Source: an optimization exercise on an open RTL-to-GDS flow (aim: small area, a short achievable clock period and few clock cycles per item). Production flows keep margins and buffers that such runs may drop. In this exercise RTL edits were held to simulation tests only and were not proved equivalent to the original. Power is estimated from default activity; no workload was simulated.

==> flow/standard.sh <==
#!/bin/bash
# synth_recipe.tcl (not shown) runs the flow's synth.tcl, then flattens the netlist and writes it again
# the make line also repeats each setting of config.mk as NAME=value (left out here)
make -C /OpenROAD-flow-scripts/flow DESIGN_CONFIG=/design/flow/config.mk WORK_HOME=/design/flow/orfs CLKGATE_MAP_FILE= SYNTH_SCRIPT=/design/flow/synth_recipe.tcl "${@:-finish}"
==> flow/design.v <==
module bpe_add #(parameter N = 32) (
    input  wire [N-1:0] a,
    input  wire [N-1:0] b,
    input  wire         ci,
    output wire [N-1:0] s,
    output wire         co
);
  localparam L = 6;           
  wire [N:0] g0 = {a & b, ci};
  wire [N:0] p0 = {a ^ b, 1'b0};
  wire [N:0] g [0:L];
  wire [N:0] p [0:L];
  assign g[0] = g0;
  assign p[0] = p0;
  genvar l, i;
  generate
    for (l = 0; l < L; l = l + 1) begin : g_lvl
      for (i = 0; i <= N; i = i + 1) begin : g_bit
        if ((i >> l) & 1) begin : g_node
          localparam integer J = ((i >> l) << l) - 1;
          assign g[l+1][i] = g[l][i] | (p[l][i] & g[l][J]);
          assign p[l+1][i] = p[l][i] & p[l][J];
        end else begin : g_pass
          assign g[l+1][i] = g[l][i];
          assign p[l+1][i] = p[l][i];
        end
      end
    end
  endgenerate
  assign s  = p0[N:1] ^ g[L][N-1:0];
  assign co = g[L][N];
endmodule
module bpe (
    input  wire        clk,
    input  wire        rst,
    input  wire        reg_req,
    input  wire        reg_we,
    input  wire [5:0]  reg_addr,
    input  wire [31:0] reg_wdata,
    output reg  [31:0] reg_rdata,
    output wire        reg_ack,
    output wire        mem_req,
    output wire        mem_we,
    output wire [31:0] mem_addr,
    output wire [7:0]  mem_wdata,
    input  wire [7:0]  mem_rdata,
    input  wire        mem_ack,
    output wire        irq
);
  reg        ie;
  reg        done;
  reg        ovr;
  reg [1:0]  err;            
  reg [31:0] cmd;
  reg [31:0] wdata;
  reg [31:0] rdata;
  reg [31:0] result;
  reg [31:0] sbase;
  reg [28:0] slen;
  reg [31:0] spos;
  reg [31:0] dbase;
  reg [28:0] dlen;
  reg [31:0] dpos;
  localparam [31:0] CFG = 32'h0000_2000;
  localparam [1:0] S_IDLE = 2'd0,    
                   S_FIN  = 2'd1,    
                   S_SRC  = 2'd2,    
                   S_DST  = 2'd3;    
  reg [1:0] state;
  reg [1:0] code;            
  reg [2:0] k;               
  reg [31:0] addr;           
  reg [4:0] coh;             
  reg       rdone;           
  reg [7:0] old;             
  reg [31:0] val;            
  reg [2:0] sh;              
  reg [2:0] nm1;             
  reg [2:0] tq;              
  reg       rd_first;        
  reg       rd_last;         
  wire busy   = (state != S_IDLE);
  wire in_src = (state == S_SRC);
  wire in_dst = (state == S_DST);
  wire [3:0] ra      = reg_addr[5:2];
  wire       host_wr = reg_req & reg_we;
  wire       accept  = host_wr & (ra == 4'd2) & ~busy;
  wire [3:0] op  = cmd[3:0];
  wire       ord = cmd[4];
  wire       adv = cmd[5];
  wire [5:0] w   = cmd[13:8];
  wire is_set  = (op == 4'd0);
  wire is_sset = (op == 4'd1);
  wire is_get  = (op == 4'd2);
  wire is_seq  = (op == 4'd1) | (op == 4'd4);
  wire is_copy = (op == 4'd5);
  wire [5:0]  w_eff = busy ? w : reg_wdata[13:8];
  wire [31:0] s_end, d_end;
  wire        s_end_c, d_end_c;
  bpe_add #(32) u_send (.a(spos), .b({26'b0, w_eff}), .ci(1'b0), .s(s_end), .co(s_end_c));
  bpe_add #(32) u_dend (.a(dpos), .b({26'b0, w_eff}), .ci(1'b0), .s(d_end), .co(d_end_c));
  wire        s_ge, d_ge;
  bpe_add #(33) u_sdif (.a({1'b0, slen, 3'b0}), .b(~{s_end_c, s_end}), .ci(1'b1), .s(), .co(s_ge));
  bpe_add #(33) u_ddif (.a({1'b0, dlen, 3'b0}), .b(~{d_end_c, d_end}), .ci(1'b1), .s(), .co(d_ge));
  wire        s_oob = ~s_ge;
  wire        d_oob = ~d_ge;
  wire [3:0] a_op      = reg_wdata[3:0];
  wire       a_illegal = (reg_wdata[7:6] != 2'b0) || (reg_wdata[31:14] != 18'b0) || (a_op > 4'd5);
  wire       a_wbad    = (reg_wdata[13:8] > 6'd32);
  wire       a_w0      = (reg_wdata[13:8] == 6'd0);
  wire       a_src     = (a_op == 4'd2) | (a_op == 4'd5);
  wire       a_dst     = (a_op != 4'd2);
  wire       a_oob     = (a_src & s_oob) | (a_dst & d_oob);
  wire [1:0] a_code    = a_illegal ? 2'd3 : a_wbad ? 2'd1 : a_w0 ? 2'd0 : a_oob ? 2'd2 : 2'd0;
  wire       a_go      = ~a_illegal & ~a_wbad & ~a_w0 & ~a_oob;
  wire [5:0] p_w   = busy ? w : reg_wdata[13:8];
  wire       p_ord = busy ? ord : reg_wdata[4];
  wire [3:0] p_op  = busy ? op : a_op;
  wire       p_seq = (p_op == 4'd1) | (p_op == 4'd4);
  wire       p_s   = ~busy & a_src;                 
  wire [2:0] p_lo  = p_s ? spos[2:0] : dpos[2:0];
  wire [5:0] p_lw  = {3'b0, p_lo} + p_w;            
  wire [5:0] p_lwm = p_lw - 6'd1;
  wire [2:0] p_nm1 = p_lwm[5:3];
  wire [2:0] p_de  = 3'd0 - p_lw[2:0];              
  wire [2:0] p_sh  = p_ord ? p_de : p_lo;
  wire [2:0] p_tq  = p_ord ? ~p_lo : p_lwm[2:0];
  wire       p_rd0 = (p_lo != 3'd0) | (~p_seq & (p_nm1 == 3'd0) & (p_lw != 6'd8));
  wire       p_rdl = ~p_seq & (p_nm1 != 3'd0) & (p_lw[2:0] != 3'd0);
  wire [4:0] p_coh = p_ord ? (5'd1 << p_nm1) : 5'd1;
  wire        a_inc  = busy & ~(in_src & klast);     
  wire [31:0] a_base = p_s ? sbase : dbase;
  wire [28:0] a_pos  = p_s ? spos[31:3] : dpos[31:3];
  wire [31:0] a_sum;
  bpe_add #(32) u_addr (.a(a_inc ? addr : a_base), .b(a_inc ? 32'b0 : {3'b0, a_pos}),
                        .ci(a_inc), .s(a_sum), .co());
  assign mem_addr = addr;
  wire kfirst = (k == 3'd0);
  wire klast  = (k == nm1);
  wire cfirst = coh[0];
  wire clast  = ord ? kfirst : klast;
  wire [7:0] gem, ltm, lowm;
  genvar gi;
  generate
    for (gi = 0; gi < 8; gi = gi + 1) begin : g_thr
      assign gem[gi]  = (gi[2:0] >= sh);
      assign ltm[gi]  = (gi[2:0] <= tq);
      assign lowm[gi] = (gi[2:0] <= ~sh);
    end
  endgenerate
  wire [15:0] rr  = {mem_rdata, mem_rdata} >> sh;
  wire [7:0]  rot = rr[7:0];                       
  wire [31:0] val_next;
  wire [31:0] tm;                                  
  generate
    for (gi = 0; gi < 32; gi = gi + 1) begin : g_val
      wire hit = (coh[gi / 8] & lowm[gi % 8]) | (coh[gi / 8 + 1] & ~lowm[gi % 8]);
      assign val_next[gi] = hit ? rot[gi % 8] : val[gi];
      assign tm[gi] = (gi < w);
    end
  endgenerate
  wire [31:0] vsrc = ({32{is_copy}} & val) | ({32{is_set | is_sset}} & wdata);
  wire [7:0]  lane_c = ({8{coh[0]}} & vsrc[7:0])   | ({8{coh[1]}} & vsrc[15:8]) |
                       ({8{coh[2]}} & vsrc[23:16]) | ({8{coh[3]}} & vsrc[31:24]);
  wire [7:0]  lane_p = ({8{coh[1]}} & vsrc[7:0])   | ({8{coh[2]}} & vsrc[15:8]) |
                       ({8{coh[3]}} & vsrc[23:16]) | ({8{coh[4]}} & vsrc[31:24]);
  wire [7:0]  pre = (lowm & lane_c) | (~lowm & lane_p);
  wire [15:0] ol  = {pre, pre} << sh;
  wire [7:0]  out = ol[15:8];                      
  wire [7:0] ge0 = {8{~cfirst}} | gem;             
  wire [7:0] ltw = {8{~clast}}  | ltm;             
  wire [7:0] fm  = ge0 & ltw;
  wire [7:0] keep = is_seq ? (ord ? ~ltw : ~ge0) : ~fm;
  wire [7:0] dnew = (fm & out) | (keep & old);
  wire       need_read = ~rdone & ((kfirst & rd_first) | (klast & rd_last));
  assign mem_req   = (in_src | in_dst) & ~rst;
  assign mem_we    = in_dst & ~need_read;
  assign mem_wdata = dnew;
  wire src_ack = in_src & mem_ack;
  wire dst_ack = in_dst & mem_ack;
  wire finish  = (state == S_FIN) | (src_ack & klast & is_get) | (dst_ack & ~need_read & klast);
  wire to_dst  = src_ack & klast & ~is_get;        
  wire step    = (src_ack & ~klast) | (dst_ack & ~need_read & ~klast);
  wire load_p  = accept | to_dst;
  assign reg_ack = reg_req & ~rst;
  assign irq     = ie & done;
  always @(*) begin
    case (ra)
      4'd0:    reg_rdata = {31'b0, ie};
      4'd1:    reg_rdata = {22'b0, err, 5'b0, ovr, done, busy};
      4'd2:    reg_rdata = cmd;
      4'd3:    reg_rdata = wdata;
      4'd4:    reg_rdata = rdata;
      4'd5:    reg_rdata = result;
      4'd6:    reg_rdata = sbase;
      4'd7:    reg_rdata = {3'b0, slen};
      4'd8:    reg_rdata = spos;
      4'd9:    reg_rdata = dbase;
      4'd10:   reg_rdata = {3'b0, dlen};
      4'd11:   reg_rdata = dpos;
      4'd12:   reg_rdata = CFG;
      default: reg_rdata = 32'b0;
    endcase
  end
  wire [31:0] wd_m = reg_wdata & {32{~rst}};
  wire        idle_wr = host_wr & ~busy;
  wire        fin_ok  = finish & (code == 2'd0) & ~rst;
  wire        eng     = busy & ~rst;            
  always @(posedge clk) begin
    if (rst | (host_wr & (ra == 4'd0)))  ie    <= wd_m[0];
    if (rst | (accept))                  cmd   <= wd_m;
    if (rst | (idle_wr & (ra == 4'd3)))  wdata <= wd_m;
    if (rst | (idle_wr & (ra == 4'd6)))  sbase <= wd_m;
    if (rst | (idle_wr & (ra == 4'd7)))  slen  <= wd_m[28:0];
    if (rst | (idle_wr & (ra == 4'd9)))  dbase <= wd_m;
    if (rst | (idle_wr & (ra == 4'd10))) dlen  <= wd_m[28:0];
    if (rst | (idle_wr & (ra == 4'd8)) | (fin_ok & adv & (is_get | is_copy)))
      spos <= eng ? s_end : wd_m;
    if (rst | (idle_wr & (ra == 4'd11)) | (fin_ok & adv & ~is_get))
      dpos <= eng ? d_end : wd_m;
    if (rst | (fin_ok & is_get))
      rdata <= val_next & tm & {32{~rst}};
    if (rst | fin_ok)
      result <= ({32{~rst & is_get}} & s_end) |
                ({32{~rst & is_copy}} & {26'b0, w}) |
                ({32{~rst & ~is_get & ~is_copy}} & d_end);
    if (src_ack) val <= val_next;
    if (dst_ack & need_read) old <= mem_rdata;
    if (load_p | step) addr <= a_sum;
    if (load_p) begin
      sh       <= p_sh;
      nm1      <= p_nm1;
      tq       <= p_tq;
      rd_first <= p_rd0;
      rd_last  <= p_rdl;
    end
  end
  always @(posedge clk) begin
    if (rst) begin
      done   <= 1'b0;
      ovr    <= 1'b0;
      err    <= 2'd0;
      state  <= S_IDLE;
      code   <= 2'd0;
      k      <= 3'd0;
      coh    <= 5'd0;
      rdone  <= 1'b0;
    end else begin
      if (host_wr) begin
        case (ra)
          4'd1: begin
            if (reg_wdata[1]) done <= 1'b0;
            if (reg_wdata[2]) ovr  <= 1'b0;
          end
          4'd2: begin
            if (busy) ovr <= 1'b1;
            else begin
              done  <= 1'b0;
              err   <= 2'd0;
              code  <= a_code;
              state <= a_go ? (a_src ? S_SRC : S_DST) : S_FIN;
            end
          end
          4'd3, 4'd6, 4'd7, 4'd8, 4'd9, 4'd10, 4'd11:
            if (busy) ovr <= 1'b1;
          default: ;
        endcase
      end
      if (load_p) begin
        k     <= 3'd0;
        coh   <= p_coh;
        rdone <= 1'b0;
      end
      if (to_dst) state <= S_DST;
      if (dst_ack & need_read) rdone <= 1'b1;
      if (step) begin
        k     <= k + 3'd1;
        coh   <= ord ? {1'b0, coh[4:1]} : {coh[3:0], 1'b0};
        rdone <= 1'b0;
      end
      if (finish) begin
        state <= S_IDLE;
        done  <= 1'b1;
        err   <= code;
      end
    end
  end
endmodule
==> flow/config.mk <==
export PLATFORM = sky130hd
export DESIGN_NAME = bpe
export DESIGN_NICKNAME = bpe
export VERILOG_FILES = /design/flow/design.v
export SDC_FILE = /design/flow/constraint.sdc
export NUM_CORES = 4
export LEC_CHECK = 0
export CAP_MARGIN = 5
export CORE_MARGIN = 2
export CORE_UTILIZATION = 50
export CTS_CLUSTER_DIAMETER = 80
export CTS_CLUSTER_SIZE = 20
export SETUP_SLACK_MARGIN = 4.2
export SLEW_MARGIN = 5
export TNS_END_PERCENT = 50
==> flow/flow/run.sh <==
#!/bin/bash
# The standard layout, with plain buffers (not delay cells) on the ports.
set -euo pipefail
bash standard.sh BUFFER_PORTS_ARGS="-buffer_cell sky130_fd_sc_hd__buf_2" finish > flow_make.log 2>&1
==> flow/constraint.sdc <==
create_clock -name core_clock -period 10.0 [get_ports {clk}]
set_input_delay 2.0000 -clock core_clock [delete_from_list [all_inputs] [get_ports {clk}]]
set_output_delay 2.0000 -clock core_clock [all_outputs]
set_load 0.01 [all_outputs]
==> results of run 1 <==
==> final timing paths <==
path | to | slack [ns]
setup / recovery | reg_rdata[2] | 4.12
hold / removal | code[0] | 0.51
setup reg to reg | code[1] | 4.59
hold reg to reg | code[0] | 0.51
==> metal layers <==
metal	up-vias	routed length, um
met2	1411	41100
met5	-	18
met4	4	3950
met1	10055	36500
li1	8791	-
met3	226	11200
==> registers in the layout, summed over array words and instances (netlist names), 3 cells and up <==
register / cells
sbase: 32
k: 3
nm1: 3
cmd: 32
rdata: 32
sh: 3
wdata: 32
val: 32
tq: 3
result: 32
old: 8
spos: 32
slen: 29
coh: 5
dpos: 32
dlen: 29
addr: 32
dbase: 32
==> kinds of logic (layout without fill, tap and decap cells) <==
kind of cell | Yosys count | count (layout) | synth area share [%]
AND/OR/NAND/NOR | 658 | 659 | 13.2
buffers and inverters | 195 | 325 | 3.16
flip-flops | 415 | 415 | 50.7
adder cells (fa/ha/maj) | 120 | 120 | 6.47
AO/OA/AOI/OAI | 646 | 646 | 18.4
multiplexers | 99 | 99 | 4.62
XOR/XNOR | 93 | 93 | 3.42
==> power groups by stage <==
| stage | clock (W) | sequential (W) | combinational [W] |
|---|---|---|---|
| after floorplan | 0 | 0.00210 | 0.000436 |
| after global placement | 0 | 0.00214 | 0.000652 |
| after detailed placement | 0 | 0.00214 | 0.000660 |
| after CTS | 0.00127 | 0.00210 | 0.000676 |
| after global routing | 0.00133 | 0.00211 | 0.000775 |
| final | 0.00127 | 0.00211 | 0.000719 |
==> timing repair <==
item | in CTS | in global routing
pin swaps | 5 | 21
gates resized for setup | 34 | 56
buffers inserted | 7 | 29
gates cloned | 1 | 1
setup endpoints to repair | 41 | 46
==> through the flow <==
| stage | hold slack, ns | utilization (%) | setup slack, ns | total power (W) |
|---|---|---|---|---|
| finish | 0.506 | 57.0 | 4.12 | 0.00409 |
| CTS | 0.500 | 55.9 | 4.16 | 0.00405 |
| global placement | 0.484 | 53.5 | 2.78 | 0.00279 |
| global route | 0.532 | 57.0 | 4.14 | 0.00421 |
| floorplan | 0.456 | - | 3.70 | 0.00253 |
| detailed placement | 0.487 | 53.5 | 2.71 | 0.00280 |
==> worst min-delay path, delay by kind of cell, from the launching register on <==
family	cells	cell delay, ns
flops	1	0.32
compound gates	1	0.07
buf+inv	1	0.07
==> layout by cell type, fill, tap and decap left out, drive strengths merged, types with 9 or more instances in the layout <==
cell type and count:
a21oi 159, clkbuf 40, and4 10, nand3 58
a21o 38, edfxtp 398, nor3 29, nor2b 45
xor2 38, a31oi 35, a211oi 12, mux2 41
fa 9, inv 67, nand4 45, buf 208
nor2 119, o31ai 9, o21ai 76, o22ai 39
o21bai 9, mux2i 53, a22oi 117, ha 111
a32oi 9, and3 40, a22o 33, o21a 10
xnor2 55, and2 15, nand2 252, a221oi 37
dfxtp 17
==> cell type report <==
| cell class | instances | area (um^2) | share of cell area [%] |
|---|---|---|---|
| multi-input cells | 1617 | 11700 | 42.7 |
| repair buffers | 211 | 1390 | 5.09 |
| well taps | 615 | 769 | 2.82 |
| flip-flops and latches | 415 | 12300 | 45.1 |
| clock inverters | 13 | 153 | 0.560 |
| inverters | 64 | 244 | 0.894 |
| clock buffers | 37 | 776 | 2.84 |
==> summary.txt, run 1 <==
total track usage: 36.4%
placed cell area: 0.0256 mm^2
Sw Ratio: 29.8%
Post-CTS Hold Fix Bufs: 0
unrepaired setup endpoints after global routing: true
Worst VDD drop: 148 uV
cells after synthesis: 2226
Slew HR: 30.0%
Net Switching: 0.00122 W
H-tree lvl count: 1
GR Util met2: 56.1%
min-delay src: code[0]
Yosys warning count: 3
outcome: timing/DRC/antenna clean
CP max FO: 34
layout cells sized above 1: 17.5%
startpoint types: primary input
first-pass GRT wire length: 133000 um
dpl cells: 2884
Reg2Reg Depth: 24
Cell Area, Synth: 0.0242 mm^2
vias in the first global route: 19503
wire length per cell: 31.2 um
global route hottest layer: met2
IO Pins: 127
via count: 20487
Final Wtd Congestion: 0.950
most frequent cell after synthesis: edfxtp_1
post-synth top area share: 49.3%
Tcrit/Tclk final: 58.8%
Worst-Skew Late Latency: 0.62 ns
sequential area share after synthesis: 50.7%
Clock Pin Slew Worst Setup and Hold Paths: 0.08 ns
Hold/Removal Path Class: reg2reg
cell-internal power: 0.00287 W
Fin. Hold Viols: 0
CTS buffer count: 29
die width: 224 um
antenna violations before repair: 3
ANT nets after route: 0
fin crit period: 5.88 ns
GR Layer Usage met3: 7.13%
Area Overhead vs Synth: 12.5%
clock root buffer: clkbuf_16
Final setup viols: 0
vias per inst: 6.89
Port Buf Inserts: 124
Yosys reg bits: 415
Critical Path, Cell by Cell: buf_2 > nand2b_1 > nor3_2 > buf_6 > a22oi_1 > and4_1 > nand2_1 > buf_2
ys flop type: edfxtp_1
total grt overflow: 0
detailed placement HPWL: 63800 um
Area contributors post-synth: edfxtp_1 49%, ha_1 5.7%, nand2_1 3.9%, a22oi_1 3.6%, a21oi_1 3.2%
area leader, netlist: edfxtp_1
Starting Density: 50.7%
WP depth: 8
Mean Syn Cell Area: 10.9 um^2
Clk pwr share: 31.0%
largest net degree at the start of global routing: 61
Post-synth EDFFs: 398
Worst Setup SP: reg_addr[2]
Final Max Tran Viols: 0
Logic pwr share: 17.6%
critical path class: in2out
Distinct cells, synth: 95
pwr/cell area: 150 mW/mm^2
reg-to-reg startpoint: state[1]
post-route cell area: 0.0273 mm^2
data arrival time of the worst path: 3.88 ns
hold path depth: 2
Req. time, crit path: 8.00 ns
core area: 0.0478 mm^2
syn nets: 2397
antenna diode count: 0
detailed-router iteration count before antenna repair: 6
fill cell count: 4131
Non-Filler Instances: 2972
met1 Usage GRT: 51.0%
commonest cells in the netlist: 398 x edfxtp_1, 252 x nand2_1, 155 x a21oi_1
cell repeated most along the worst path: buf_2
CP max-delay cell: buf_6
Post-Route Skew: 0.0328 ns
die area: 0.0503 mm^2
CTS tree: done
Critical Path Max Stage Delay: 0.44 ns
fmax: 170 MHz
delay-heaviest family, CP: simple AND/OR/NAND/NOR gates
DRC errors left: 0
final layout net count: 2509
CP Capture Type: output port
Pleak: 10.3 nW
clock tree buffer depth: 3
setup tns final: 0 ns
first-iteration detailed-routing DRC count: 3232
Die Ht: 224 um
sequential power share: 51.5%
Post-synth ARST share: 0%
WL final: 92800 um
measured slew at the worst slew-check pin: 1.05 ns
Buf+Inv Stages, Crit Path: 3
# Max-Cap Violations: 0
clock sinks: 415
Site Rows: 80
Testbench counts, summed over its fixed seeds: cycles 39,462, commands 2,400.
==> run 2: changes to the inputs <==
--- a/flow/config.mk
+++ b/flow/config.mk
@@ -12,4 +12,4 @@
 export CTS_CLUSTER_SIZE = 20
+export GPL_TIMING_DRIVEN = 0
 export SETUP_SLACK_MARGIN = 4.2
 export SLEW_MARGIN = 5
-export TNS_END_PERCENT = 50
==> summary.txt, run 2 <==
outcome: timing/DRC/antenna clean
fmax: 170 MHz
cells after synthesis: 2226
WL final: 110000 um
largest family of logic cells by synthesized area: compound AO/OA/AOI/OAI gates
Worst Setup SP: reg_addr[2]
Sw Ratio: 31.2%
antenna violations before repair: 4
pwr/cell area: 149 mW/mm^2
first-iteration detailed-routing DRC count: 3856
Clk pwr share: 30.7%
reg-to-reg startpoint: state[0]
layout cells sized above 1: 20.0%
sequential area share after synthesis: 50.7%
cell repeated most along the worst path: buf_2
CTS buffer count: 29
Pleak: 10.8 nW
fin crit period: 5.88 ns
met1 Usage GRT: 60.3%
Mean Syn Cell Area: 10.9 um^2
Die Ht: 224 um
# Max-Cap Violations: 0
syn nets: 2397
Yosys reg bits: 415
Final setup viols: 0
vias per inst: 7.16
Area contributors post-synth: edfxtp_1 49%, ha_1 5.7%, nand2_1 3.9%, a22oi_1 3.6%, a21oi_1 3.2%
ANT nets after route: 0
Cell Area, Synth: 0.0242 mm^2
clock tree buffer depth: 3
critical path class: in2out
Final Util: 59.3%
startpoint types: primary input
placed cell area: 0.0259 mm^2
Fin. Hold Viols: 0
measured slew at the worst slew-check pin: 1.36 ns
Post-synth EDFFs: 398
Port Buf Inserts: 122
min-delay src: code[0]
ys flop type: edfxtp_1
Req. time, crit path: 8.00 ns
clock root buffer: clkbuf_16
detailed placement HPWL: 80800 um
Final Wtd Congestion: 1.01
post-synth top area share: 49.3%
Buf+Inv Stages, Crit Path: 4
Post-synth ARST share: 0%
data arrival time of the worst path: 3.88 ns
dpl cells: 2975
Net Switching: 0.00132 W
most frequent cell after synthesis: edfxtp_1
Worst VDD drop: 132 uV
Non-Filler Instances: 3076
detailed-router iteration count before antenna repair: 6
CP Capture Type: output port
DRC errors left: 0
Hold/Removal Path Class: reg2reg
Area Overhead vs Synth: 17.1%
commonest cells in the netlist: 398 x edfxtp_1, 252 x nand2_1, 155 x a21oi_1
delay-heaviest family, CP: buffers and inverters
post-synthesis adder-cell area fraction: 6.47%
GR Util met2: 62.3%
sequential power share: 49.9%
total track usage: 43.0%
post-route cell area: 0.0284 mm^2
Distinct cells, synth: 95
Post-Route Skew: 0.0401 ns
Logic pwr share: 19.5%
vias in the first global route: 20370
largest net degree at the start of global routing: 33
CP max FO: 10
Critical Path, Cell by Cell: buf_2 > nand2b_2 > nor3_4 > clkbuf_4 > buf_6 > a22oi_1 > nand4_1 > buf_2
GR Layer Usage met3: 10.5%
Yosys warning count: 3
xor/xnor share of the synthesized area: 3.42%
Clock Pin Slew Worst Setup and Hold Paths: 0.08 ns
global route hottest layer: met2
core area: 0.0478 mm^2
die area: 0.0503 mm^2
post-synthesis mux area share: 4.62%
via count: 22019
Synth Area in Compound Gates: 18.4%
Post-CTS Hold Fix Bufs: 0
area leader, netlist: edfxtp_1
Tcrit/Tclk final: 58.8%
unrepaired setup endpoints after global routing: true
Site Rows: 80
first-pass GRT wire length: 152000 um
Final Max Tran Viols: 0
setup tns final: 0 ns
final layout net count: 2608
Total Power: 0.00423 W
simple logic cell fraction of the synthesized area: 13.2%
Critical Path Max Stage Delay: 0.33 ns
total grt overflow: 0
CP max-delay cell: clkbuf_4
cell-internal power: 0.00291 W
Slew HR: 8.85%
Starting Density: 50.7%
wire length per cell: 35.7 um
clock sinks: 415
H-tree lvl count: 1
die width: 224 um
CTS tree: done
most frequent cells in the layout: 398 x edfxtp_1, 239 x nand2_1, 148 x a21oi_1, 130 x buf_2, 112 x a22oi_1
IO Pins: 127
Worst-Skew Late Latency: 0.65 ns
most common cell after layout, fill and taps aside: edfxtp_1
run 2: cell counts after synthesis:
Identical to the previous run, type by type.
run 2: cells by family after synthesis:
logic type | count (synthesis)
buf+inv | 195
compound gates | 646
flops | 415
mux | 99
fa+ha+maj | 120
simple gates | 658
xor+xnor | 93
run 2: routing by layer:
| metal | part of all wire, % | vias up |
|---|---|---|
| li1 | - | 9005 |
| met1 | 38 | 10698 |
| met2 | 42 | 1897 |
| met3 | 14 | 411 |
| met4 | 6.4 | 8 |
| met5 | 0.047 | - |
run 2: worst min-delay path, cell delays in order, from the launching register on:
cell      delay, ns
dfxtp_1        0.32
inv_1          0.07
a221oi_1       0.07
run 2: path summary, 6_finish.rpt:
check / endpoint / slack [ns] / depth (start not counted)
max: reg_rdata[13] / 4.12 / 8
min: code[0] / 0.50 / 2
max reg2reg: state[0] / 4.26 / 25
min reg2reg: code[0] / 0.50 / 2
run 2: power by group through the flow:
| stage | Clock, W | Sequential (W) | Combinational (W) |
|---|---|---|---|
| floorplan | 0 | 0.00210 | 0.000436 |
| global placement | 0 | 0.00214 | 0.000684 |
| detailed placement | 0 | 0.00214 | 0.000706 |
| CTS | 0.00128 | 0.00210 | 0.000759 |
| global route | 0.00133 | 0.00211 | 0.000867 |
| finish | 0.00130 | 0.00211 | 0.000824 |
run 2: layout make-up:
cell class / instances / area [um^2]
Antenna cell: 1 / 2.50
Buffer: 131 / 806
Clock buffer: 40 / 777
Clock inverter: 14 / 164
Fill cell: 4037 / 19500
Inverter: 64 / 243
Multi-Input combinational cell: 1616 / 12100
Sequential cell: 415 / 12300
Tap cell: 615 / 769
Timing Repair Buffer: 180 / 1270
run 2: timing repair:
action / CTS / global route
setup buffers: 24 / 22
cloned: 0 / 0
pin swaps: 21 / 41
gates resized for setup: 201 / 108
hold endpoints to repair: 0 / 0
endpoints found under the setup margin: 80 / 43
run 2: per-stage QoR:
stage / hold WS, ns / worst slack (ns)
after floorplan: 0.456 / 3.70
after global placement: 0.480 / 0.0394
after detailed placement: 0.488 / 1.52
after CTS: 0.500 / 4.19
after global routing: 0.542 / 4.18
final: 0.504 / 4.12
==> run 3: changes to the inputs <==
--- a/flow/config.mk
+++ b/flow/config.mk
@@ -12,4 +12,3 @@
 export CTS_CLUSTER_SIZE = 20
-export GPL_TIMING_DRIVEN = 0
-export SETUP_SLACK_MARGIN = 4.2
+export SETUP_SLACK_MARGIN = 4.0
 export SLEW_MARGIN = 5
==> summary.txt, run 3 <==
outcome: timing/DRC/antenna clean
critical path class: in2out
CTS tree: done
syn nets: 2397
Post-CTS Hold Fix Bufs: 0
clock root buffer: clkbuf_16
clock tree buffer depth: 3
most frequent cells in the layout: 398 x edfxtp_1, 246 x nand2_1, 151 x a21oi_1, 123 x buf_2, 117 x a22oi_1
Distinct cells, synth: 95
Logic pwr share: 17.0%
fin crit period: 6.03 ns
CP Capture Type: output port
cells after synthesis: 2226
Port Buf Inserts: 124
Non-Filler Instances: 2949
measured slew at the worst slew-check pin: 1.04 ns
Cell Area, Synth: 0.0242 mm^2
Tcrit/Tclk final: 60.3%
vias in the first global route: 19457
Starting Density: 50.7%
via count: 20259
Pleak: 10.1 nW
Slew HR: 30.4%
wire length per cell: 31.3 um
Worst VDD drop: 148 uV
dpl cells: 2884
IO Pins: 127
commonest cells in the netlist: 398 x edfxtp_1, 252 x nand2_1, 155 x a21oi_1
cell-internal power: 0.00286 W
core area: 0.0478 mm^2
Final Wtd Congestion: 0.950
Fin. Hold Viols: 0
CP max FO: 34
Final Max Tran Viols: 0
die area: 0.0503 mm^2
Clk pwr share: 31.1%
vias per inst: 6.87
data arrival time of the worst path: 4.03 ns
ANT nets after route: 0
Total Power: 0.00406 W
Post-synth ARST share: 0%
antenna violations before repair: 5
most frequent cell after synthesis: edfxtp_1
Clock Pin Slew Worst Setup and Hold Paths: 0.08 ns
final layout net count: 2484
clock sinks: 415
DRC errors left: 0
die width: 224 um
Sw Ratio: 29.7%
unrepaired setup endpoints after global routing: false
layout cells sized above 1: 15.6%
sequential power share: 51.9%
Area Overhead vs Synth: 10.6%
# Max-Cap Violations: 0
Final setup viols: 0
first-iteration detailed-routing DRC count: 3173
Yosys reg bits: 415
area leader, netlist: edfxtp_1
post-synth top area share: 49.3%
H-tree lvl count: 1
setup tns final: 0 ns
pwr/cell area: 152 mW/mm^2
Net Switching: 0.00121 W
ys flop type: edfxtp_1
total track usage: 36.3%
first-pass GRT wire length: 133000 um
Post-synth EDFFs: 398
Hold/Removal Path Class: reg2reg
Area contributors post-synth: edfxtp_1 49%, ha_1 5.7%, nand2_1 3.9%, a22oi_1 3.6%, a21oi_1 3.2%
largest net degree at the start of global routing: 61
Post-Route Skew: 0.0243 ns
Die Ht: 224 um
detailed-router iteration count before antenna repair: 5
Mean Syn Cell Area: 10.9 um^2
sequential area share after synthesis: 50.7%
total grt overflow: 0
Site Rows: 80
WL final: 92300 um
Req. time, crit path: 8.00 ns
Yosys warning count: 3
detailed placement HPWL: 63800 um
fmax: 166 MHz
Worst-Skew Late Latency: 0.61 ns
startpoint types: primary input
most common cell after layout, fill and taps aside: edfxtp_1
CTS buffer count: 29
[run 3: cell counts after synthesis]
No cell type changed its count.
[run 3: layout make-up]
class                   count  area (um^2)
multi-input cells        1617        11500
inverters                  64          240
flip-flops and latches    415        12300
repair buffers            186         1130
clock inverters            13          153
diodes                      2         5.00
fillers                  4173        21000
well taps                 615          769
clock buffers              37          776
[run 3: critical path: stages]
cell and delay (ns):
buf_2 0.14, nand2b_1 0.21, nor3_2 0.13, buf_4 0.57, a22oi_1 0.33, and4_1 0.32, nand2_1 0.12, buf_2 0.15
[run 3: routing by layer]
metal | vias to the layer above | GRT usage [%] | part of all wire (%)
met5 | - | 0 | 0.013
met4 | 4 | 13.4 | 4.3
met3 | 232 | 7.58 | 11
met2 | 1289 | 56.0 | 44
met1 | 10006 | 50.9 | 40
li1 | 8728 | - | -
[run 3: power groups by stage]
stage	logic [W]	registers (W)	clock network (W)
6_report	0.000692	0.00211	0.00126
5_1_grt	0.000747	0.00211	0.00133
4_1_cts	0.000672	0.00210	0.00127
3_5_place_dp	0.000660	0.00214	0
3_3_place_gp	0.000652	0.00214	0
2_1_floorplan	0.000436	0.00210	0
[run 3: cells by family (layout without fill, tap and decap cells)]
kind of cell | Yosys count | in the layout | share of synthesized area (%)
AND/OR/NAND/NOR | 658 | 659 | 13.2
AO/OA/AOI/OAI | 646 | 646 | 18.4
flip-flops | 415 | 415 | 50.7
buffers and inverters | 195 | 300 | 3.16
adder cells (fa/ha/maj) | 120 | 120 | 6.47
multiplexers | 99 | 99 | 4.62
XOR/XNOR | 93 | 93 | 3.42
other | 0 | 2 | 0
[run 3: metrics by stage]
| step | setup slack [ns] | util, % | instance area [um^2] | hold slack, ns |
|---|---|---|---|---|
| after floorplan | 3.70 | - | 24200 | 0.456 |
| after global placement | 2.78 | 53.5 | 25600 | 0.484 |
| after detailed placement | 2.71 | 53.5 | 25600 | 0.487 |
| after CTS | 3.99 | 55.7 | 26600 | 0.500 |
| after global routing | 3.99 | 56.1 | 26800 | 0.532 |
| final | 3.97 | 56.1 | 26800 | 0.501 |
[run 3: final timing paths]
| path | startpoint | endpoint | slack (ns) | cells after the start |
|---|---|---|---|---|
| worst max-delay path | reg_addr[2] | reg_rdata[2] | 3.97 | 8 |
| worst min-delay path | code[0] | code[0] | 0.50 | 2 |
| worst max register to register | state[1] | state[0] | 4.44 | 21 |
| worst min register to register | code[0] | code[0] | 0.50 | 2 |
[run 3: timing repair]
item	in CTS	in global routing
resized for setup	17	23
buffers inserted	2	10
cloned	1	0
pin swaps	3	6
endpoints found under the setup margin	22	20
endpoints found under the hold margin	0	0
==> run 4: changes to the inputs <==
--- a/flow/config.mk
+++ b/flow/config.mk
@@ -12,3 +12,3 @@
 export CTS_CLUSTER_SIZE = 20
-export SETUP_SLACK_MARGIN = 4.0
+export SETUP_SLACK_MARGIN = 4.3
 export SLEW_MARGIN = 5
==> summary.txt, run 4 <==
outcome: timing/DRC/antenna clean
area leader, netlist: edfxtp_1
setup tns final: 0 ns
Mean Syn Cell Area: 10.9 um^2
layout cells sized above 1: 18.5%
Die Ht: 224 um
clock tree buffer depth: 3
dpl cells: 2880
most frequent cell after synthesis: edfxtp_1
vias per inst: 6.94
Port Buf Inserts: 124
antenna diode count: 0
detailed-router iteration count before antenna repair: 5
Worst VDD drop: 131 uV
# Max-Cap Violations: 0
fmax: 174 MHz
Final Wtd Congestion: 0.943
sequential power share: 51.3%
routed wl met2: 41500 um
pwr/cell area: 150 mW/mm^2
detailed placement HPWL: 63400 um
final layout net count: 2516
data arrival time of the worst path: 6.27 ns
die width: 224 um
Slew HR: 36.3%
clock root buffer: clkbuf_16
ANT nets after route: 0
Critical Path, Cell by Cell: buf_2 > mux2i_4 > inv_1 > ha_1 > inv_1 > o21bai_1 > a21oi_2 > buf_6 > o21bai_4 > and2_4 > nand3_2 > xor2_2 > ha_1 > a21o_1 > a21o_1 > a21o_1 > a21o_1 > a221o_1 > a21oi_2 > a311oi_2 > buf_4 > and4_1 > a211oi_1
Net Switching: 0.00122 W
syn nets: 2397
first-pass GRT wire length: 134000 um
ys flop type: edfxtp_1
most frequent cells in the layout: 398 x edfxtp_1, 242 x nand2_1, 149 x a21oi_1, 121 x buf_2, 116 x a22oi_1
Logic pwr share: 17.6%
cells after synthesis: 2226
Post-CTS Hold Fix Bufs: 0
first-iteration detailed-routing DRC count: 2754
total track usage: 36.4%
wl on met1: 37300 um
Cell Area, Synth: 0.0242 mm^2
antenna violations before repair: 0
largest net degree at the start of global routing: 53
Req. time, crit path: 10.53 ns
post-synth top area share: 49.3%
core area: 0.0478 mm^2
IO Pins: 127
CP Capture Type: flop
Final Max Tran Viols: 0
Max Used Layer: met4
Hold/Removal Path Class: reg2reg
clock sinks: 415
commonest cells in the netlist: 398 x edfxtp_1, 252 x nand2_1, 155 x a21oi_1
Site Rows: 80
sequential area share after synthesis: 50.7%
Clock Pin Slew Worst Setup and Hold Paths: 0.08 ns
Clk pwr share: 31.1%
measured slew at the worst slew-check pin: 0.947 ns
Critical Path Max Stage Delay: 0.35 ns
Sw Ratio: 29.6%
WL final: 93500 um
startpoint types: primary input
Yosys reg bits: 415
H-tree lvl count: 1
die area: 0.0503 mm^2
CTS buffer count: 28
Post-synth EDFFs: 398
Post-Route Skew: 0.0221 ns
Area Overhead vs Synth: 13.1%
Area contributors post-synth: edfxtp_1 49%, ha_1 5.7%, nand2_1 3.9%, a22oi_1 3.6%, a21oi_1 3.2%
Starting Density: 50.7%
CP max-delay cell: a221o_1
CTS tree: done
Non-Filler Instances: 2978
Fin. Hold Viols: 0
Post-synth ARST share: 0%
DRC errors left: 0
cell repeated most along the worst path: a21o_1
most common cell after layout, fill and taps aside: edfxtp_1
unrepaired setup endpoints after global routing: true
wire length per cell: 31.4 um
Distinct cells, synth: 95
Pleak: 10.4 nW
total grt overflow: 0
Worst-Skew Late Latency: 0.62 ns
Yosys warning count: 3
critical path class: in2reg
met3 wire length: 10900 um
fin crit period: 5.74 ns
Final setup viols: 0
Tcrit/Tclk final: 57.4%
vias in the first global route: 19572
via count: 20671
cell-internal power: 0.00290 W
CP max FO: 5
[run 4: changes by cell type in the layout (fill, tap and decap cells not counted), sizes merged]
| cell | change |
|---|---|
| bufinv | +1 |
| and2 | +1 |
| or2 | +2 |
| clkinvlp | +2 |
| clkinv | -2 |
| inv | -4 |
| clkbuf | +4 |
| buf | +26 |
| diode | -2 |
| nor2 | +1 |
[run 4: power by group through the flow]
stage	Clock, W	Combinational (W)	Sequential (W)
6_report	0.00128	0.000725	0.00211
5_1_grt	0.00134	0.000778	0.00212
4_1_cts	0.00129	0.000682	0.00211
3_5_place_dp	0	0.000655	0.00214
3_3_place_gp	0	0.000646	0.00214
2_1_floorplan	0	0.000437	0.00210
[run 4: path summary, 6_finish.rpt]
| kind | start | to | slack [ns] | cells after the start |
|---|---|---|---|---|
| worst max-delay path | reg_wdata[11] | state[0] | 4.26 | 23 |
| worst min-delay path | code[0] | code[0] | 0.51 | 2 |
| worst max register to register | state[1] | state[0] | 4.38 | 23 |
| worst min register to register | code[0] | code[0] | 0.51 | 2 |
[run 4: layout make-up]
class	count	area, um^2
Clock buffer	38	781
Clock inverter	10	149
Fill cell	4107	20400
Inverter	64	248
Multi-Input combinational cell	1621	11700
Sequential cell	415	12300
Tap cell	615	769
Timing Repair Buffer	215	1440
[run 4: worst max-delay path, delay by kind of cell]
| family | cells | cell delay, ns |
|---|---|---|
| simple gates | 3 | 0.59 |
| xor+xnor | 1 | 0.17 |
| fa+ha+maj | 2 | 0.59 |
| mux | 1 | 0.24 |
| buf+inv | 5 | 0.63 |
| compound gates | 11 | 2.03 |
[run 4: routing by layer]
metal | up-vias | GRT usage (%)
li1 | 8805 | -
met1 | 10208 | 51.6
met2 | 1436 | 56.2
met3 | 222 | 6.61
met4 | 0 | 12.8
met5 | - | 0
[run 4: cell families (layout without fill, tap and decap cells)]
kind of cell | count (synthesis) | in the layout | synth area share [%]
compound gates | 646 | 646 | 18.4
buf+inv | 195 | 327 | 3.16
fa+ha+maj | 120 | 120 | 6.47
mux | 99 | 99 | 4.62
xor+xnor | 93 | 93 | 3.42
simple gates | 658 | 663 | 13.2
flops | 415 | 415 | 50.7
[run 4: repair_timing]
action | in CTS | in global routing
gates cloned | 3 | 3
pin swaps | 8 | 20
gates resized for setup | 52 | 68
hold endpoints to repair | 0 | 0
buffers inserted | 15 | 29
setup endpoints to repair | 50 | 40
[run 4: metrics by stage]
| step | setup WS, ns | hold slack [ns] | power (W) | util, % | instance area (um^2) |
|---|---|---|---|---|---|
| 3_5_place_dp | 2.63 | 0.486 | 0.00280 | 53.4 | 25600 |
| 4_1_cts | 4.25 | 0.497 | 0.00407 | 56.1 | 26900 |
| 3_3_place_gp | 2.67 | 0.483 | 0.00279 | 53.4 | 25600 |
| 2_1_floorplan | 4.30 | 0.456 | 0.00253 | - | 24300 |
| 6_report | 4.26 | 0.506 | 0.00412 | 57.3 | 27400 |
| 5_1_grt | 4.19 | 0.537 | 0.00423 | 57.3 | 27400 |
==> run 5: changes to the inputs <==
--- a/flow/config.mk
+++ b/flow/config.mk
@@ -9,3 +9,3 @@
 export CORE_MARGIN = 2
-export CORE_UTILIZATION = 50
+export CORE_UTILIZATION = 45
 export CTS_CLUSTER_DIAMETER = 80
==> summary.txt, run 5 <==
outcome: timing/DRC/antenna clean
CTS tree: done
Net Switching: 0.00126 W
hold path depth: 2
Yosys warning count: 3
Die Ht: 236 um
via count: 20652
Hold Slack: 0.495 ns
Mean Syn Cell Area: 10.9 um^2
Final setup viols: 0
first-iteration detailed-routing DRC count: 2816
delay-heaviest family, CP: compound AO/OA/AOI/OAI gates
layout cells sized above 1: 18.9%
most common cell after layout, fill and taps aside: edfxtp_1
unrepaired setup endpoints after global routing: true
H-tree lvl count: 1
Hold/Removal Path Class: reg2reg
Starting Density: 45.3%
Area Overhead vs Synth: 14.7%
Req. time, crit path: 10.50 ns
pwr/cell area: 151 mW/mm^2
CP max FO: 6
Worst VDD drop: 117 uV
fmax: 174 MHz
CP Capture Type: flop
area of the multi-input gates: 0.0118 mm^2
Post-synth ARST share: 0%
setup tns final: 0 ns
Clk pwr share: 31.9%
placed cell area: 0.0257 mm^2
total grt overflow: 0
register area: 0.0123 mm^2
Slew HR: 27.3%
startpoint types: primary input
final layout net count: 2521
reg-to-reg startpoint: state[0]
Post-Route Skew: 0.0239 ns
Final Max Tran Viols: 0
IO Pins: 127
fill cell count: 4764
worst reg-to-reg setup slack: 4.32 ns
Buf+Inv Stages, Crit Path: 3
Final Wtd Congestion: 0.942
post-route cell area: 0.0278 mm^2
Final Util: 52.0%
sequential power share: 50.2%
most frequent cell after synthesis: edfxtp_1
fin crit period: 5.73 ns
Tcrit/Tclk final: 57.3%
detailed placement HPWL: 64100 um
Area contributors post-synth: edfxtp_1 49%, ha_1 5.7%, nand2_1 3.9%, a22oi_1 3.6%, a21oi_1 3.2%
vias in the first global route: 19653
Sw Ratio: 29.9%
Reg2Reg Depth: 25
measured slew at the worst slew-check pin: 1.06 ns
WL final: 95100 um
clock sinks: 415
cells after synthesis: 2226
area leader, netlist: edfxtp_1
Cell Area, Synth: 0.0242 mm^2
Port Buf Inserts: 124
Pleak: 10.5 nW
data arrival time of the worst path: 6.23 ns
core area: 0.0535 mm^2
total track usage: 33.1%
CTS buffer count: 30
most frequent cells in the layout: 398 x edfxtp_1, 240 x nand2_1, 148 x a21oi_1, 118 x buf_2, 117 x a22oi_1
Fin. Hold Viols: 0
die area: 0.0558 mm^2
syn nets: 2397
ys flop type: edfxtp_1
largest net degree at the start of global routing: 52
Yosys reg bits: 415
Distinct cells, synth: 95
die width: 236 um
clock root buffer: clkbuf_16
cell repeated most along the worst path: buf_4
Post-synth EDFFs: 398
cell-internal power: 0.00295 W
Reg-to-Reg End: state[0]
detailed-router iteration count before antenna repair: 8
post-synth top area share: 49.3%
DRC errors left: 0
Hold Crit Endpoint: done
Worst Setup SP: reg_wdata[9]
Worst-Skew Late Latency: 0.62 ns
sequential area share after synthesis: 50.7%
Critical Path, Cell by Cell: buf_4 > nand2_4 > nand2_4 > ha_4 > a21o_1 > a21oi_2 > o21bai_1 > a21oi_2 > o21bai_1 > buf_4 > and2_4 > and3_1 > xnor2_2 > ha_1 > nand3_1 > nor2_2 > o2111ai_2 > a31oi_4 > o2111ai_4 > a311oi_2 > buf_4 > and4_1 > a211oi_2
Site Rows: 85
# Max-Cap Violations: 0
wire length per cell: 31.0 um
critical path class: in2reg
CP max-delay cell: a31oi_4
clock tree buffer depth: 3
min-delay src: done
ANT nets after route: 0
Critical Path Max Stage Delay: 0.34 ns
antenna violations before repair: 4
Logic pwr share: 17.9%
Clock Pin Slew Worst Setup and Hold Paths: 0.09 ns
first-pass GRT wire length: 136000 um
vias per inst: 6.74
commonest cells in the netlist: 398 x edfxtp_1, 252 x nand2_1, 155 x a21oi_1
## run 5: cell counts after synthesis
Identical to the previous run, type by type.
## run 5: worst max path at each step
stage / end / cells after the start / slack [ns]
2_1_floorplan: addr[27] / 16 / 4.30
3_3_place_gp: addr[31] / 16 / 2.79
3_5_place_dp: addr[31] / 16 / 2.74
4_1_cts: state[0] / 21 / 4.24
5_1_grt: state[0] / 24 / 4.20
6_report: state[0] / 23 / 4.27
## run 5: timing repair
action,in CTS,in global routing
gates resized for setup,67,71
pin swaps,12,25
setup buffers,19,22
hold buffers,0,0
endpoints found under the setup margin,71,40
cloned,5,3
## run 5: kinds of logic after synthesis
group	count (synthesis)	synth area share, %
AND/OR/NAND/NOR	658	13.2
AO/OA/AOI/OAI	646	18.4
flip-flops	415	50.7
buffers and inverters	195	3.16
adder cells (fa/ha/maj)	120	6.47
multiplexers	99	4.62
XOR/XNOR	93	3.42
## run 5: layer usage
| metal | global-route usage [%] | up-vias | routed length, um |
|---|---|---|---|
| met3 | 6.02 | 235 | 11100 |
| met5 | 0 | - | 0 |
| met1 | 45.8 | 10229 | 36800 |
| li1 | - | 8819 | - |
| met2 | 51.7 | 1369 | 43000 |
| met4 | 13.0 | 0 | 4210 |
## run 5: layout make-up
cell class,instances,share of cell area [%]
diodes,1,0.00899
flip-flops and latches,415,44.2
inverters,64,0.890
clock buffers,33,2.74
multi-input cells,1620,42.5
repair buffers,219,5.67
clock inverters,16,0.899
well taps,696,3.13
## run 5: power by group through the flow
stage	clock network [W]	logic, W	registers [W]
final	0.00134	0.000750	0.00211
after global routing	0.00140	0.000801	0.00211
after CTS	0.00134	0.000703	0.00210
after detailed placement	0	0.000671	0.00214
after global placement	0	0.000660	0.00214
after floorplan	0	0.000437	0.00210
## run 5: worst register-to-register path, cell delays in order (launching register included)
cell and delay, ns:
dfxtp_2 0.64, or2_4 0.47, buf_4 0.35, nand2_1 0.12, nand2_2 0.13, ha_2 0.21, a21o_1 0.14, a21oi_2 0.08
o21bai_1 0.18, a21oi_2 0.10, o21bai_1 0.17, buf_4 0.21, and2_4 0.24, nand3_4 0.08, xor2_2 0.16, ha_1 0.32
a21o_1 0.18, a21o_1 0.18, a21o_1 0.18, a21o_1 0.16, a221o_1 0.39, a21oi_2 0.19, a311oi_2 0.11, buf_4 0.17
and4_1 0.21, a211oi_2 0.20
## run 5: per-stage QoR
| step | setup slack (ns) | instances | power, W |
|---|---|---|---|
| 2_1_floorplan | 4.30 | 2226 | 0.00253 |
| 3_3_place_gp | 2.79 | 2965 | 0.00280 |
| 3_5_place_dp | 2.74 | 2965 | 0.00281 |
| 4_1_cts | 4.24 | 3038 | 0.00415 |
| 5_1_grt | 4.20 | 3064 | 0.00432 |
| 6_report | 4.27 | 3064 | 0.00420 |
==> run 6: changes to the inputs <==
--- a/flow/config.mk
+++ b/flow/config.mk
@@ -9,6 +9,6 @@
 export CORE_MARGIN = 2
-export CORE_UTILIZATION = 45
+export CORE_UTILIZATION = 62
 export CTS_CLUSTER_DIAMETER = 80
 export CTS_CLUSTER_SIZE = 20
-export SETUP_SLACK_MARGIN = 4.3
+export SETUP_SLACK_MARGIN = 4.5
 export SLEW_MARGIN = 5
==> summary.txt, run 6 <==
most common cell after layout, fill and taps aside: edfxtp_1
via count: 21833
Worst VDD drop: 182 uV
clock sinks: 415
largest net degree at the start of global routing: 57
cells after synthesis: 2226
die area: 0.0407 mm^2
Yosys warning count: 3
dpl cells: 2783
Post-synth ARST share: 0%
final layout net count: 2583
CP max FO: 5
ANT nets after route: 0
Fin. Hold Viols: 0
fin crit period: 5.68 ns
startpoint types: primary input
CP Capture Type: flop
layout cells sized above 1: 23.3%
syn nets: 2397
Post-Route Skew: 0.0192 ns
first-pass GRT wire length: 132000 um
WL final: 96300 um
Mean Syn Cell Area: 10.9 um^2
CTS tree: done
first-iteration detailed-routing DRC count: 3524
sequential area share after synthesis: 50.7%
pwr/cell area: 142 mW/mm^2
most frequent cells in the layout: 398 x edfxtp_1, 240 x nand2_1, 142 x a21oi_1, 125 x buf_4, 114 x buf_2
Area contributors post-synth: edfxtp_1 49%, ha_1 5.7%, nand2_1 3.9%, a22oi_1 3.6%, a21oi_1 3.2%
Non-Filler Instances: 2953
Worst-Skew Late Latency: 0.59 ns
Post-CTS Hold Fix Bufs: 0
detailed placement HPWL: 60900 um
vias in the first global route: 20245
wire length per cell: 32.6 um
unrepaired setup endpoints after global routing: true
Post-synth EDFFs: 398
clock tree buffer depth: 3
clock root buffer: clkbuf_16
total track usage: 43.8%
Port Buf Inserts: 124
fmax: 176 MHz
Final Util: 74.4%
Die Ht: 202 um
Hold/Removal Path Class: reg2reg
Starting Density: 62.7%
detailed-router iteration count before antenna repair: 6
DRC errors left: 0
setup tns final: 0 ns
antenna violations before repair: 4
Area Overhead vs Synth: 18.5%
vias per inst: 7.39
Tcrit/Tclk final: 56.8%
commonest cells in the netlist: 398 x edfxtp_1, 252 x nand2_1, 155 x a21oi_1
crit path setup slack, layout: 4.32 ns
total grt overflow: 0
Req. time, crit path: 10.48 ns
pre-CTS setup slack: 2.83 ns
measured slew at the worst slew-check pin: 1.17 ns
Distinct cells, synth: 95
core area: 0.0386 mm^2
critical path class: in2reg
Slew HR: 22.1%
Site Rows: 72
ys flop type: edfxtp_1
Final setup viols: 0
post-synth top area share: 49.3%
outcome: timing/DRC/antenna clean
most frequent cell after synthesis: edfxtp_1
die width: 202 um
data arrival time of the worst path: 6.16 ns
Final Max Tran Viols: 0
CTS buffer count: 27
# Max-Cap Violations: 0
IO Pins: 127
Cell Area, Synth: 0.0242 mm^2
H-tree lvl count: 1
Clock Pin Slew Worst Setup and Hold Paths: 0.09 ns
Pleak: 10.9 nW
area leader, netlist: edfxtp_1
Final Wtd Congestion: 0.986
worst reg-to-reg setup slack: 4.40 ns
Yosys reg bits: 415
run 6: area by class of cell:
class | instances | area, um^2
clock inverters | 9 | 83.8
diodes | 3 | 7.51
flip-flops and latches | 415 | 12300
inverters | 64 | 250
well taps | 518 | 648
clock buffers | 40 | 734
fillers | 2685 | 9910
repair buffers | 286 | 2380
multi-input cells | 1618 | 12300
run 6: worst max-delay path: stages:
cell and delay [ns]:
buf_4 0.15, nand2_1 0.07, nand2_2 0.10, buf_4 0.15
ha_1 0.22, a21o_1 0.18, a21oi_2 0.16, o21bai_1 0.09
a21oi_2 0.27, o21bai_4 0.17, buf_4 0.19, xnor2_4 0.16
ha_1 0.35, nand2_1 0.06, nor4_1 0.27, a221oi_2 0.13
o21ai_2 0.23, a211oi_2 0.15, o41ai_4 0.42, a211o_1 0.31
and4_4 0.28, a211oi_2 0.04
run 6: cell families (layout without fill, tap and decap cells):
| group | count (synthesis) | in the layout | synth area share [%] |
|---|---|---|---|
| DFF | 415 | 415 | 50.7 |
| AOI/OAI and AO/OA | 646 | 647 | 18.4 |
| buffers and inverters | 195 | 399 | 3.16 |
| adders and majority gates | 120 | 120 | 6.47 |
| and+or+nand+nor | 658 | 659 | 13.2 |
| other | 0 | 3 | 0 |
| xor gates and xnor gates | 93 | 93 | 3.42 |
| muxes | 99 | 99 | 4.62 |
run 6: final timing paths:
path                                    from       end  depth (start not counted)
worst min-delay path                 code[0]   code[0]                          2
worst max register to register      state[1]  state[0]                         22
worst min register to register       code[0]   code[0]                          2
worst max-delay path            reg_wdata[8]  state[0]                         22
run 6: per-stage QoR:
step	total power (W)	instance area (um^2)	hold WS, ns
6_report	0.00408	28700	0.518
5_1_grt	0.00417	28700	0.540
4_1_cts	0.00396	27500	0.510
3_5_place_dp	0.00280	25500	0.496
3_3_place_gp	0.00278	25500	0.486
2_1_floorplan	0.00254	24400	0.456
run 6: layer usage:
layer | global-route usage [%] | vias to the layer above | part of all wire (%)
met5 | 0 | - | 0.014
met4 | 21.2 | 2 | 6.8
met3 | 9.52 | 428 | 16
met2 | 65.7 | 2041 | 43
met1 | 61.0 | 10411 | 35
li1 | - | 8951 | -
run 6: what timing repair did:
item | CTS | global route
resized for setup | 145 | 106
setup endpoints to repair | 73 | 45
cloned | 2 | 9
pin swaps | 44 | 58
buffers inserted | 46 | 61
run 6: report_power, final:
group,internal (W),leakage (nW),switching [W]
sequential,0.00202,4.10,0.0000935
clock,0.000522,0.389,0.000623
combinational,0.000315,6.43,0.000502
total,0.00286,10.9,0.00122
==> run 7: changes to the inputs <==
--- a/flow/config.mk
+++ b/flow/config.mk
@@ -7,8 +7,8 @@
 export LEC_CHECK = 0
-export CAP_MARGIN = 5
+export CAP_MARGIN = 0
 export CORE_MARGIN = 2
-export CORE_UTILIZATION = 62
+export CORE_UTILIZATION = 50
 export CTS_CLUSTER_DIAMETER = 80
 export CTS_CLUSTER_SIZE = 20
-export SETUP_SLACK_MARGIN = 4.5
-export SLEW_MARGIN = 5
+export SETUP_SLACK_MARGIN = 4.2
+export SLEW_MARGIN = 0
==> summary.txt, run 7 <==
outcome: timing/DRC/antenna clean
WL final: 93300 um
hold path depth: 2
CP max FO: 34
Final setup viols: 0
Critical Path Max Stage Delay: 0.43 ns
Critical Path, Cell by Cell: buf_2 > nand2b_1 > nor3_2 > buf_6 > a22oi_1 > and4_1 > nand2_1 > buf_2
sequential area share after synthesis: 50.7%
commonest cells in the netlist: 398 x edfxtp_1, 252 x nand2_1, 155 x a21oi_1
Req. time, crit path: 8.00 ns
CP max-delay cell: buf_6
CTS buffer count: 28
first-pass GRT wire length: 134000 um
cells after synthesis: 2226
Post-Route Skew: 0.0225 ns
total grt overflow: 0
fmax: 173 MHz
Post-synth EDFFs: 398
Yosys reg bits: 415
Die Ht: 224 um
die area: 0.0503 mm^2
Post-synth ARST share: 0%
DRC errors left: 0
Hold/Removal Path Class: reg2reg
Hold Slack: 0.522 ns
antenna violations before repair: 3
most common cell after layout, fill and taps aside: edfxtp_1
Clock Pin Slew Worst Setup and Hold Paths: 0.08 ns
core area: 0.0478 mm^2
Slew HR: 32.6%
CTS tree: done
Worst VDD drop: 112 uV
vias in the first global route: 19855
Fin. Hold Viols: 0
Yosys warning count: 3
die width: 224 um
first-iteration detailed-routing DRC count: 2780
Hold Crit Endpoint: code[0]
layout cells sized above 1: 16.8%
clock sinks: 415
IO Pins: 127
Reg-to-Reg End: state[1]
Post-CTS Hold Fix Bufs: 0
total track usage: 36.5%
detailed-router iteration count before antenna repair: 6
area leader, netlist: edfxtp_1
Area contributors post-synth: edfxtp_1 49%, ha_1 5.7%, nand2_1 3.9%, a22oi_1 3.6%, a21oi_1 3.2%
Worst-Skew Late Latency: 0.61 ns
Final Max Tran Viols: 0
Starting Density: 50.7%
min-delay src: code[0]
detailed placement HPWL: 65000 um
final layout net count: 2494
vias per inst: 6.91
most frequent cells in the layout: 398 x edfxtp_1, 244 x nand2_1, 151 x a21oi_1, 123 x buf_2, 117 x a22oi_1
ys flop type: edfxtp_1
setup tns final: 0 ns
Final Util: 56.7%
# Max-Cap Violations: 0
fin crit period: 5.79 ns
data arrival time of the worst path: 3.79 ns
measured slew at the worst slew-check pin: 1.00 ns
Final Wtd Congestion: 0.973
Distinct cells, synth: 95
Area Overhead vs Synth: 11.8%
reg-to-reg startpoint: state[1]
largest net degree at the start of global routing: 57
clock root buffer: clkbuf_16
post-synth top area share: 49.3%
Port Buf Inserts: 124
H-tree lvl count: 1
startpoint types: primary input
clock tree buffer depth: 3
worst reg-to-reg setup slack: 4.42 ns
Cell Area, Synth: 0.0242 mm^2
most frequent cell after synthesis: edfxtp_1
pwr/cell area: 151 mW/mm^2
wire length per cell: 31.5 um
via count: 20441
syn nets: 2397
CP Capture Type: output port
Reg2Reg Depth: 23
unrepaired setup endpoints after global routing: true
Site Rows: 80
Mean Syn Cell Area: 10.9 um^2
cell repeated most along the worst path: buf_2
critical path class: in2out
Tcrit/Tclk final: 57.9%
ANT nets after route: 0
Pleak: 10.3 nW
## run 7: how the worst max path moves through the flow
stage	cells past startpoint	startpoint	to	slack, ns
global route	23	reg_wdata[9]	state[0]	4.14
finish	8	reg_addr[2]	reg_rdata[2]	4.21
global placement	22	reg_wdata[9]	state[0]	2.92
detailed placement	22	reg_wdata[9]	state[0]	2.80
floorplan	6	mem_ack	dpos[0]	3.70
CTS	8	reg_addr[3]	reg_rdata[14]	4.20
## run 7: stage by stage
| step | setup WS, ns | std cells | power (W) | cell area [um^2] |
|---|---|---|---|---|
| finish | 4.21 | 2959 | 0.00410 | 27100 |
| global route | 4.14 | 2958 | 0.00421 | 27100 |
| CTS | 4.20 | 2948 | 0.00407 | 26900 |
| detailed placement | 2.80 | 2883 | 0.00281 | 25600 |
| global placement | 2.92 | 2883 | 0.00280 | 25600 |
| floorplan | 3.70 | 2226 | 0.00253 | 24300 |
## run 7: layout make-up
type / count / area (um^2)
Sequential cell: 415 / 12300
Multi-Input combinational cell: 1617 / 11600
Timing Repair Buffer: 197 / 1280
Clock inverter: 12 / 113
Inverter: 64 / 244
Fill cell: 4117 / 20700
Antenna cell: 1 / 2.50
Tap cell: 615 / 769
Clock buffer: 38 / 833
## run 7: report_power, final
part,total (W),internal [W],switching (W),leakage [nW]
clock,0.00127,0.000622,0.000651,0.465
combinational,0.000719,0.000258,0.000460,5.69
sequential,0.00211,0.00202,0.0000881,4.10
## run 7: critical path, delay by kind of cell
family | cells | cell delay, ns
and+or+nand+nor | 4 | 0.77
buffers and inverters | 3 | 0.73
AOI/OAI and AO/OA | 1 | 0.26
## run 7: cell families after synthesis
group	after synthesis	share of synthesized area (%)
flops	415	50.7
buf+inv	195	3.16
xor+xnor	93	3.42
simple gates	658	13.2
compound gates	646	18.4
fa+ha+maj	120	6.47
mux	99	4.62
## run 7: per-layer routing
layer	global-route usage [%]	up-vias	wire length (um)
li1	-	8758	-
met5	0	-	13
met2	56.0	1359	40700
met3	7.28	273	10500
met4	15.1	2	4660
met1	51.0	10049	37500
## run 7: repair_timing
action                                  CTS  global route
cloned                                    1             0
setup buffers                            14            10
pin swaps                                 7            10
gates resized for setup                  39            41
endpoints found under the setup margin   59            37
==> run 8: changes to the inputs <==
--- a/flow/config.mk
+++ b/flow/config.mk
@@ -7,8 +7,8 @@
 export LEC_CHECK = 0
-export CAP_MARGIN = 0
+export CAP_MARGIN = 5
 export CORE_MARGIN = 2
 export CORE_UTILIZATION = 50
-export CTS_CLUSTER_DIAMETER = 80
-export CTS_CLUSTER_SIZE = 20
+export CTS_CLUSTER_DIAMETER = 90
+export CTS_CLUSTER_SIZE = 25
 export SETUP_SLACK_MARGIN = 4.2
-export SLEW_MARGIN = 0
+export SLEW_MARGIN = 5
==> summary.txt, run 8 <==
outcome: timing/DRC/antenna clean
most common cell after layout, fill and taps aside: edfxtp_1
Fin. Hold Viols: 0
Port Buf Inserts: 124
end of the critical path: state[0]
Reg2Reg Depth: 20
antenna diode count: 0
core area: 0.0478 mm^2
sequential area share after synthesis: 50.7%
Final setup viols: 0
Final Max Tran Viols: 0
Site Rows: 80
dpl cells: 2883
Worst Setup SP: reg_wdata[9]
Worst VDD drop: 123 uV
ANT nets after route: 0
WL final: 93600 um
Area contributors post-synth: edfxtp_1 49%, ha_1 5.7%, nand2_1 3.9%, a22oi_1 3.6%, a21oi_1 3.2%
vias in the first global route: 19793
Die Ht: 224 um
Post-synth EDFFs: 398
Post-Route Skew: 0.0238 ns
antenna violations before repair: 3
CP max FO: 5
CTS buffer count: 23
Worst-Skew Late Latency: 0.59 ns
commonest cells in the netlist: 398 x edfxtp_1, 252 x nand2_1, 155 x a21oi_1
area leader, netlist: edfxtp_1
Yosys warning count: 3
Hold Slack: 0.518 ns
clock sinks: 415
Max Used Layer: met5
IO Pins: 127
first-pass GRT wire length: 134000 um
Non-Filler Instances: 2948
wl on met1: 37500 um
unrepaired setup endpoints after global routing: true
most frequent cell after synthesis: edfxtp_1
detailed-router iteration count before antenna repair: 6
Distinct cells, synth: 95
cells after synthesis: 2226
routed wl met2: 41400 um
layout cells sized above 1: 16.3%
via count: 20468
Cell Area, Synth: 0.0242 mm^2
total grt overflow: 0
ys flop type: edfxtp_1
# Max-Cap Violations: 0
clock root buffer: clkbuf_16
clock tree buffer depth: 3
fmax: 172 MHz
Starting Density: 50.7%
total track usage: 36.6%
Yosys reg bits: 415
Reg-to-Reg End: state[0]
largest net degree at the start of global routing: 57
Mean Syn Cell Area: 10.9 um^2
fill cell count: 4134
Clock Pin Slew Worst Setup and Hold Paths: 0.08 ns
detailed placement HPWL: 65000 um
die area: 0.0503 mm^2
Area Overhead vs Synth: 11.0%
data arrival time of the worst path: 6.30 ns
Req. time, crit path: 10.50 ns
critical path class: in2reg
startpoint types: primary input
Pleak: 10.2 nW
setup tns final: 0 ns
Hold/Removal Path Class: reg2reg
wire length per cell: 31.8 um
H-tree lvl count: 1
Post-synth ARST share: 0%
measured slew at the worst slew-check pin: 0.981 ns
post-synth top area share: 49.3%
pwr/cell area: 146 mW/mm^2
Final Wtd Congestion: 0.973
reg-to-reg startpoint: state[1]
most frequent cells in the layout: 398 x edfxtp_1, 244 x nand2_1, 151 x a21oi_1, 122 x buf_2, 117 x a22oi_1
CTS tree: done
first-iteration detailed-routing DRC count: 2887
Tcrit/Tclk final: 58.0%
final layout net count: 2490
DRC errors left: 0
CP Capture Type: flop
worst reg-to-reg setup slack: 4.35 ns
Slew HR: 34.0%
met3 wire length: 10400 um
vias per inst: 6.94
die width: 224 um
syn nets: 2397
fin crit period: 5.80 ns
## run 8: timing repair
| item | in CTS | in global routing |
|---|---|---|
| cloned | 1 | 1 |
| pin swaps | 7 | 9 |
| gates resized for setup | 39 | 41 |
| hold buffers | 0 | 0 |
| endpoints found under the setup margin | 59 | 38 |
| setup buffers | 16 | 8 |
## run 8: final cells by class
class / instances / area (um^2) / area share [%]
sequential: 415 / 12300 / 45.7
clock buffer: 29 / 598 / 2.22
multi-input combinational: 1618 / 11600 / 43.0
timing repair buffer: 197 / 1280 / 4.77
tap: 615 / 769 / 2.86
clock inverter: 10 / 134 / 0.498
inverter: 64 / 244 / 0.907
## run 8: how the worst min path moves through the flow
stage	from	to	slack (ns)	cells past startpoint
floorplan	done	done	0.46	2
global placement	code[0]	code[0]	0.48	2
detailed placement	code[0]	code[0]	0.49	2
CTS	code[0]	code[0]	0.51	2
global route	code[0]	code[0]	0.55	2
finish	code[0]	code[0]	0.52	2
## run 8: kinds of logic (layout without fill, tap and decap cells)
| family | Yosys count | in the layout | share of synthesized area [%] |
|---|---|---|---|
| XOR/XNOR | 93 | 93 | 3.42 |
| AND/OR/NAND/NOR | 658 | 660 | 13.2 |
| AO/OA/AOI/OAI | 646 | 646 | 18.4 |
| adder cells (fa/ha/maj) | 120 | 120 | 6.47 |
| multiplexers | 99 | 99 | 4.62 |
| buffers and inverters | 195 | 300 | 3.16 |
| flip-flops | 415 | 415 | 50.7 |
## run 8: power by group
| part | switching (W) | leakage (nW) | total [W] | internal (W) |
|---|---|---|---|---|
| Clock | 0.000638 | 0.356 | 0.00111 | 0.000472 |
| Combinational | 0.000462 | 5.71 | 0.000722 | 0.000259 |
| Sequential | 0.0000882 | 4.10 | 0.00211 | 0.00202 |
## run 8: per-layer routing
metal  global-route usage (%)  vias to the layer above
met5                        0                        -
met4                     14.1                        4
met3                     7.45                      267
met2                     56.7                     1385
met1                     50.8                    10062
li1                         -                     8750
## run 8: per-stage QoR
step / util (%) / instance area, um^2 / total power [W] / setup slack [ns]
2_1_floorplan: - / 24300 / 0.00253 / 3.70
3_3_place_gp: 53.5 / 25600 / 0.00280 / 2.92
3_5_place_dp: 53.5 / 25600 / 0.00281 / 2.80
4_1_cts: 55.7 / 26700 / 0.00390 / 4.20
5_1_grt: 56.2 / 26900 / 0.00404 / 4.10
6_report: 56.2 / 26900 / 0.00394 / 4.20
## run 8: critical path, stage by stage
cell	delay (ns)
buf_2	0.14
nand2_1	0.11
nand2_4	0.09
ha_1	0.30
a21o_1	0.17
a21oi_1	0.22
o21bai_1	0.11
a21oi_2	0.31
o21bai_4	0.17
and2_1	0.31
ha_1	0.25
xnor2_1	0.32
ha_1	0.32
a21oi_1	0.13
o21ai_1	0.14
a211oi_2	0.39
o41ai_4	0.15
a211o_1	0.33
and4_1	0.19
a211oi_2	0.14

## separate check: timing with driven ports
The flow's constraints put no driver on any port. The routed layouts listed below were extracted and timed again, unchanged, in two steps.
Step 1: set_driving_cell puts a clkbuf_16 on clk and a buf_2 on each other input, an assumption about the parent block.
Step 2 moves the port delays by t, midway between the first and last clock arrival at a register: inputs arrive t later, outputs are due t later. That takes back most of the time a late clock gives input paths.
a / b / c = ideal ports / drivers / drivers and shift; a / b = the first two.
run	shift t [ns]	setup slack, ns	worst hold slack (ns)	cell pins on the clock port's net
run 1	0.663	4.122 / 4.078 / 3.650	0.506 / 0.506 / 0.506	1
run 2	0.686	4.125 / 4.096 / 3.509	0.504 / 0.504 / 0.504	1
run 3	0.660	3.973 / 3.927 / 3.444	0.501 / 0.501 / 0.501	1
run 4	0.674	4.265 / 4.270 / 3.635	0.506 / 0.506 / 0.506	1
run 5	0.673	4.268 / 4.289 / 3.634	0.495 / 0.495 / 0.495	1
run 6	0.643	4.324 / 4.353 / 3.713	0.518 / 0.518 / 0.518	1
run 7	0.657	4.212 / 4.159 / 3.642	0.522 / 0.522 / 0.522	1
run 8	0.639	4.201 / 4.184 / 3.594	0.518 / 0.518 / 0.518	1
After both steps every run listed still meets setup and hold. For run 5, which loses most, drivers alone change the setup slack by +0.021 ns; drivers and shift together by -0.634 ns.
